Background: an optimization exercise with open tools, aiming at small area, a short achievable clock period and few clock cycles per item. Do not read the settings as production practice.
Function was checked by simulation only, so behaviour that the tests miss may differ from the original.
Power figures rest on the tool's default switching activity, not on a simulated workload.

==> flow/constraint.sdc <==
create_clock -name core_clock -period 10.0 [get_ports {clk}]
set_input_delay 2.0000 -clock core_clock [delete_from_list [all_inputs] [get_ports {clk}]]
set_output_delay 2.0000 -clock core_clock [all_outputs]
set_load 0.01 [all_outputs]
==> flow/config.mk <==
export PLATFORM = sky130hd
export DESIGN_NAME = hbs_sha256
export DESIGN_NICKNAME = hbs_sha256
export VERILOG_FILES = /design/flow/design.v
export SDC_FILE = /design/flow/constraint.sdc
export NUM_CORES = 4
export LEC_CHECK = 0
export CAP_MARGIN = 20
export CORE_MARGIN = 2
export CORE_UTILIZATION = 40
export SLEW_MARGIN = 20
==> flow/design.v <==
module hbs_sha256 (
    input  wire         clk,
    input  wire         rst_n,
    input  wire         in_valid,
    output wire         in_ready,
    input  wire [31:0]  in_data,
    input  wire         in_last,
    input  wire [1:0]   in_nbytes,
    output wire         out_valid,
    input  wire         out_ready,
    output wire [255:0] out_digest
);
    localparam [2:0] S_LOAD = 3'd0,    
                     S_PAD  = 3'd1,    
                     S_COMP = 3'd2,    
                     S_ADD  = 3'd3,    
                     S_DONE = 3'd4;    
    reg [2:0]  state;
    reg [3:0]  widx;         
    reg [5:0]  round;
    reg [31:0] nbytes;       
    reg        ended;        
    reg        pad80;        
    reg        lenhere;      
    reg [31:0] H0, H1, H2, H3, H4, H5, H6, H7;
    reg [31:0] a, b, c, d, e, f, g, h;
    reg [31:0] W [0:15];
    wire [5:0] k_idx = round;
    reg [31:0] k_t;      
    always @(*) begin
        case (k_idx)
            6'd0:  k_t = 32'h428a2f98; 6'd1:  k_t = 32'h71374491;
            6'd2:  k_t = 32'hb5c0fbcf; 6'd3:  k_t = 32'he9b5dba5;
            6'd4:  k_t = 32'h3956c25b; 6'd5:  k_t = 32'h59f111f1;
            6'd6:  k_t = 32'h923f82a4; 6'd7:  k_t = 32'hab1c5ed5;
            6'd8:  k_t = 32'hd807aa98; 6'd9:  k_t = 32'h12835b01;
            6'd10: k_t = 32'h243185be; 6'd11: k_t = 32'h550c7dc3;
            6'd12: k_t = 32'h72be5d74; 6'd13: k_t = 32'h80deb1fe;
            6'd14: k_t = 32'h9bdc06a7; 6'd15: k_t = 32'hc19bf174;
            6'd16: k_t = 32'he49b69c1; 6'd17: k_t = 32'hefbe4786;
            6'd18: k_t = 32'h0fc19dc6; 6'd19: k_t = 32'h240ca1cc;
            6'd20: k_t = 32'h2de92c6f; 6'd21: k_t = 32'h4a7484aa;
            6'd22: k_t = 32'h5cb0a9dc; 6'd23: k_t = 32'h76f988da;
            6'd24: k_t = 32'h983e5152; 6'd25: k_t = 32'ha831c66d;
            6'd26: k_t = 32'hb00327c8; 6'd27: k_t = 32'hbf597fc7;
            6'd28: k_t = 32'hc6e00bf3; 6'd29: k_t = 32'hd5a79147;
            6'd30: k_t = 32'h06ca6351; 6'd31: k_t = 32'h14292967;
            6'd32: k_t = 32'h27b70a85; 6'd33: k_t = 32'h2e1b2138;
            6'd34: k_t = 32'h4d2c6dfc; 6'd35: k_t = 32'h53380d13;
            6'd36: k_t = 32'h650a7354; 6'd37: k_t = 32'h766a0abb;
            6'd38: k_t = 32'h81c2c92e; 6'd39: k_t = 32'h92722c85;
            6'd40: k_t = 32'ha2bfe8a1; 6'd41: k_t = 32'ha81a664b;
            6'd42: k_t = 32'hc24b8b70; 6'd43: k_t = 32'hc76c51a3;
            6'd44: k_t = 32'hd192e819; 6'd45: k_t = 32'hd6990624;
            6'd46: k_t = 32'hf40e3585; 6'd47: k_t = 32'h106aa070;
            6'd48: k_t = 32'h19a4c116; 6'd49: k_t = 32'h1e376c08;
            6'd50: k_t = 32'h2748774c; 6'd51: k_t = 32'h34b0bcb5;
            6'd52: k_t = 32'h391c0cb3; 6'd53: k_t = 32'h4ed8aa4a;
            6'd54: k_t = 32'h5b9cca4f; 6'd55: k_t = 32'h682e6ff3;
            6'd56: k_t = 32'h748f82ee; 6'd57: k_t = 32'h78a5636f;
            6'd58: k_t = 32'h84c87814; 6'd59: k_t = 32'h8cc70208;
            6'd60: k_t = 32'h90befffa; 6'd61: k_t = 32'ha4506ceb;
            6'd62: k_t = 32'hbef9a3f7; default: k_t = 32'hc67178f2;
        endcase
    end
    wire [31:0] big_s0 = {a[1:0], a[31:2]} ^ {a[12:0], a[31:13]} ^ {a[21:0], a[31:22]};
    wire [31:0] big_s1 = {e[5:0], e[31:6]} ^ {e[10:0], e[31:11]} ^ {e[24:0], e[31:25]};
    wire [31:0] ch     = (e & f) ^ (~e & g);
    wire [31:0] maj    = (a & b) ^ (a & c) ^ (b & c);
    wire [31:0] t1     = h + big_s1 + ch + k_t + W[0];
    wire [31:0] t2     = big_s0 + maj;
    wire [31:0] sm_s0  = {W[1][6:0], W[1][31:7]} ^ {W[1][17:0], W[1][31:18]} ^ (W[1] >> 3);
    wire [31:0] sm_s1  = {W[14][16:0], W[14][31:17]} ^ {W[14][18:0], W[14][31:19]} ^ (W[14] >> 10);
    wire [31:0] w_next = sm_s1 + W[9] + sm_s0 + W[0];
    reg [31:0] in_word;
    always @(*) begin
        in_word = in_data;
        if (in_last) begin
            case (in_nbytes)
                2'd1: in_word = {in_data[31:24], 8'h80, 16'h0000};
                2'd2: in_word = {in_data[31:16], 8'h80, 8'h00};
                2'd3: in_word = {in_data[31:8], 8'h80};
                default: in_word = in_data;
            endcase
        end
    end
    wire [2:0]  in_bytes = (!in_last || in_nbytes == 2'd0) ? 3'd4 : {1'b0, in_nbytes};
    wire [63:0] bitlen   = {29'd0, nbytes, 3'b000};
    reg [31:0] pad_word;
    always @(*) begin
        if (!pad80)
            pad_word = 32'h80000000;
        else if (widx == 4'd14)
            pad_word = bitlen[63:32];
        else if (widx == 4'd15 && lenhere)
            pad_word = bitlen[31:0];
        else
            pad_word = 32'h00000000;
    end
    assign in_ready   = (state == S_LOAD);
    assign out_valid  = (state == S_DONE);
    assign out_digest = {H0, H1, H2, H3, H4, H5, H6, H7};
    integer i;
    always @(posedge clk) begin
        if (!rst_n) begin
            state   <= S_LOAD;
            widx    <= 4'd0;
            round   <= 6'd0;
            nbytes  <= 32'd0;
            ended   <= 1'b0;
            pad80   <= 1'b0;
            lenhere <= 1'b0;
        end else begin
            case (state)
                S_LOAD: if (in_valid) begin
                    widx   <= widx + 4'd1;
                    nbytes <= nbytes + {29'd0, in_bytes};
                    if (in_last) begin
                        ended <= 1'b1;
                        pad80 <= (in_bytes != 3'd4);
                        state <= (widx == 4'd15) ? S_COMP : S_PAD;
                    end else if (widx == 4'd15) begin
                        state <= S_COMP;
                    end
                end
                S_PAD: begin
                    widx <= widx + 4'd1;
                    if (!pad80)
                        pad80 <= 1'b1;
                    else if (widx == 4'd14)
                        lenhere <= 1'b1;
                    if (widx == 4'd15)
                        state <= S_COMP;
                end
                S_COMP: begin
                    round <= round + 6'd1;
                    if (round == 6'd63)
                        state <= S_ADD;
                end
                S_ADD: begin
                    if (lenhere)
                        state <= S_DONE;
                    else if (ended)
                        state <= S_PAD;
                    else
                        state <= S_LOAD;
                end
                S_DONE: if (out_ready) begin
                    state   <= S_LOAD;
                    nbytes  <= 32'd0;
                    ended   <= 1'b0;
                    pad80   <= 1'b0;
                    lenhere <= 1'b0;
                end
                default: state <= S_LOAD;
            endcase
        end
    end
    always @(posedge clk) begin
        if (!rst_n || (state == S_DONE && out_ready)) begin
            H0 <= 32'h6a09e667; H1 <= 32'hbb67ae85;
            H2 <= 32'h3c6ef372; H3 <= 32'ha54ff53a;
            H4 <= 32'h510e527f; H5 <= 32'h9b05688c;
            H6 <= 32'h1f83d9ab; H7 <= 32'h5be0cd19;
        end else if (state == S_ADD) begin
            H0 <= H0 + a; H1 <= H1 + b; H2 <= H2 + c; H3 <= H3 + d;
            H4 <= H4 + e; H5 <= H5 + f; H6 <= H6 + g; H7 <= H7 + h;
        end
    end
    wire start_comp = (state == S_LOAD && in_valid && widx == 4'd15) ||
                      (state == S_PAD && widx == 4'd15);
    always @(posedge clk) begin
        if (state == S_LOAD && in_valid)
            W[widx] <= in_word;
        else if (state == S_PAD)
            W[widx] <= pad_word;
        else if (state == S_COMP) begin
            for (i = 0; i < 15; i = i + 1)
                W[i] <= W[i + 1];
            W[15] <= w_next;
        end
        if (start_comp) begin
            a <= H0; b <= H1; c <= H2; d <= H3;
            e <= H4; f <= H5; g <= H6; h <= H7;
        end else if (state == S_COMP) begin
            h <= g; g <= f; f <= e; e <= d + t1;
            d <= c; c <= b; b <= a; a <= t1 + t2;
        end
    end
endmodule
==> flow/run.sh <==
#!/bin/bash
# synth_recipe.tcl (not shown) runs the flow's synth.tcl, then flattens the netlist and writes it again
# the make line also repeats each setting of config.mk as NAME=value (left out here)
make -C /OpenROAD-flow-scripts/flow DESIGN_CONFIG=/design/flow/config.mk WORK_HOME=/design/flow/orfs CLKGATE_MAP_FILE= SYNTH_SCRIPT=/design/flow/synth_recipe.tcl finish
==> flow_metrics.tcl <==
set metrics [dict create \
    outcome "no timing/DRC/antenna violations" \
    maxSlewHeadroom 0.2148 \
    synth_area_sq_um 70110 \
    fin_worst_skew_ns 0.03813 \
    cts_made_buffers 133 \
    fin_crit_ns 8.962 \
    power.share.switching 0.2985 \
    final_nets 8024 \
    dieArea_sq_um 178700 \
    internal_power_uw 9144 \
    startpoint_type "register" \
    clock_path_buffers 3 \
    synth.top_cell.area_share 0.3289 \
    nFillCells 16340 \
    regMostFlops "W" \
    drive_gt1_frac 0.05157 \
    rsz0062_at_grt "no" \
    setup_viol 0 \
    finalHoldViolCount 0 \
    synth-seq-cells 1104 \
    p_clk_frac 0.384 \
    arrival_ns 9.47 \
    tritoncts "done" \
    postCtsSetupBuffers 0 \
    clk_pin_slew_ns 0.06 \
    viasPerCell 5.678 \
    ys_async_sr_fraction 0 \
    synth_nets 7888 \
    cts_sinks 1104 \
    drc_errors 0 \
    syn2layout_area_growth_pct 13.82 \
    placed_cell_area_sq_um 75330 \
    grt.overflow.total 0 \
    path_max_fanout 7 \
    fp.coreArea_sq_um 174000 \
    yosys.area.top_type "edfxtp_1" \
    grtUsageTotal 0.2716 \
    io_pins 297 \
    seqPwrFrac 0.392 \
    ctsHoldBuffers 0 \
    slowest_delay_ns 0.84 \
    r2r_setup_slack_ns 1.04 \
    power.leakage_uw 0.03447 \
    h-tree-depth 4 \
    seq_area_frac_synth 0.4249 \
    p_sw_uw 3892 \
    path_common_cell "fa_1" \
    rows 153 \
    die_y_microns 422.7 \
    drtIter0Drc 4964 \
    avgRoutedWirePerCell_microns 25.24 \
    crit_path_end_kind "register" \
    hp-start "ended$_SDFFE_PN0P_" \
    post-route-period-util 0.8962 \
    first_global_vias 53670 \
    rr_startpoint "e[26]$_DFFE_PP_" \
    yosysMostFrequentCell "nand2_1" \
    synth_area_leaders "edfxtp_1, dfxtp_1, a21o_1" \
    fmax_mhz 111.6 \
    gp_congestion 0.9574 \
    critPathSlowestCell "a2111oi_0" \
    min_path_type "reg -> reg" \
    largest_register_ffs 512 \
    dieWidth_microns 422.7 \
    share_comb_of_total_power 0.224 \
    slew_viol_final 0 \
    cts_resized 0 \
    drtAntennaViolNets 0 \
    avgSynthCellArea_sq_um 9.662 \
    critPathKind "reg -> reg" \
    grt_max_degree 225 \
    insertion_delay_ns 0.81 \
    critPathLaunch "e[26]$_DFFE_PP_" \
    dr_total_vias 55840 \
    port_buffers 296 \
    peakVddDrop_mv 0.1517 \
    tightest_slew_ns 1.178 \
    hpwl_microns 183600 \
    crit_required_ns 10.51 \
    synth_cell_type_count 92 \
    p_per_area_nw_per_um2 163.3 \
    clockRootBuffer "clkbuf_16" \
    wl_microns 248200 \
    synthTopCellsByCount "nand2_1, edfxtp_1, a21o_1" \
    ys_warn_count 1 \
    drt_first_pass_iters 6 \
    grt_antenna_before_repair 5 \
    synth_cells 7257 \
    synth-edff-count 768 \
    ys.flop_type "edfxtp_1" \
    finalSetupTns_ns 0 \
    grt_pass1_wl_microns 364000 \
    initial_core_util 0.4029 \
    final_cell_area_sq_um 79810 \
    cap_violations 0 \
]
power by group through the flow:
stage               Clock (uW)  Combinational, uW  Sequential, uW
floorplan                    0               2090            5150
global placement             0               2860            5200
detailed placement           0               2880            5200
CTS                       5090               2910            5100
global route              5260               3220            5100
finish                    5010               2920            5100
worst paths after layout:
| check | endpoint | cells after the start |
|---|---|---|
| worst max register to register | a[29]$_DFFE_PP_ | 33 |
| worst min-delay path | ended$_SDFFE_PN0P_ | 2 |
| worst min register to register | ended$_SDFFE_PN0P_ | 2 |
| worst max-delay path | a[29]$_DFFE_PP_ | 33 |
stage by stage:
| step | instances | hold WS (ns) | util | worst slack (ns) | power, uW |
|---|---|---|---|---|---|
| floorplan | 7257 | 0.4403 | - | 0.5395 | 7242 |
| CTS | 9829 | 0.4792 | 0.4585 | 1.197 | 13100 |
| finish | 9834 | 0.4789 | 0.4586 | 1.038 | 13040 |
| detailed placement | 9582 | 0.4642 | 0.4329 | 1.278 | 8075 |
| global placement | 9581 | 0.4525 | 0.4328 | 1.282 | 8055 |
| global route | 9834 | 0.5029 | 0.4586 | 0.4798 | 13580 |
kinds of logic after synthesis:
group	after synthesis	share of synthesized area
flip-flops	1104	0.4249
adder cells (fa/ha/maj)	615	0.1299
AO/OA/AOI/OAI	2117	0.1998
AND/OR/NAND/NOR	2005	0.1234
multiplexers	42	0.006513
buffers and inverters	791	0.04263
XOR/XNOR	583	0.07283
area by class of cell:
type                    instances  area [sq um]  share of cell area
inverters                     407          1528             0.01914
clock inverters                65         737.0            0.009234
repair buffers                385          3689             0.04622
diodes                          4         10.01           0.0001254
multi-input cells            5362         37430              0.4690
flip-flops and latches       1104         29790              0.3733
well taps                    2325          2909             0.03645
clock buffers                 182          3716             0.04656
routing by layer:
| layer | wire, microns | share of wire | track usage |
|---|---|---|---|
| met2 | 120000 | 0.48 | 0.4563 |
| met4 | 11810 | 0.048 | 0.1193 |
| met1 | 104400 | 0.42 | 0.3502 |
| met3 | 12010 | 0.048 | 0.03398 |
| met5 | 0 | 0 | 0 |
layout by cell type (no fill, tap or decap), drive strengths merged, types with 126 or more instances in the layout:
cell / Yosys / layout
a21o: 684 / 684
a21oi: 543 / 543
clkbuf: 342 / 182
clkdlybuf4s50: 0 / 296
dfxtp: 336 / 336
edfxtp: 768 / 768
fa: 196 / 196
ha: 396 / 396
inv: 403 / 413
nand2: 1135 / 1135
nand3: 126 / 126
nor2: 356 / 356
o21ai: 332 / 332
xnor2: 395 / 395
xor2: 188 / 188
critical path: cells and delay by family, from the launching register on:
family | cells | cell delay, ns
AO/OA/AOI/OAI | 14 | 3.17
adder cells (fa/ha/maj) | 7 | 2.93
XOR/XNOR | 4 | 1.05
AND/OR/NAND/NOR | 5 | 0.85
flip-flops | 1 | 0.36
buffers and inverters | 3 | 0.34
Testbench counts, summed over its fixed seeds: cycles 81,759, bytes 56,871.

what the ideal ports hide:
No port has a modelled driver above. Below, the same layout with a new extraction and two added sets of constraints. Step 1 assumes that a clkbuf_16 drives the clock port and a buf_2 every other input. Step 2 times the ports against the registers' clock, not the clock port: input delays grow and output delays shrink by t, the midpoint of the rising clock arrivals with the driver on. Slacks: ideal ports / drivers / drivers and shift; pairs: ideal ports / drivers.
t (ns): 0.875
slack for setup (ns): 1.038 / 1.038 / 1.038
worst slew at a driven data input, ns: 0.18
After both steps setup and hold are still met in this run. The setup slack of this run moves by 0.000 ns with the drivers and by 0.000 ns with both steps.
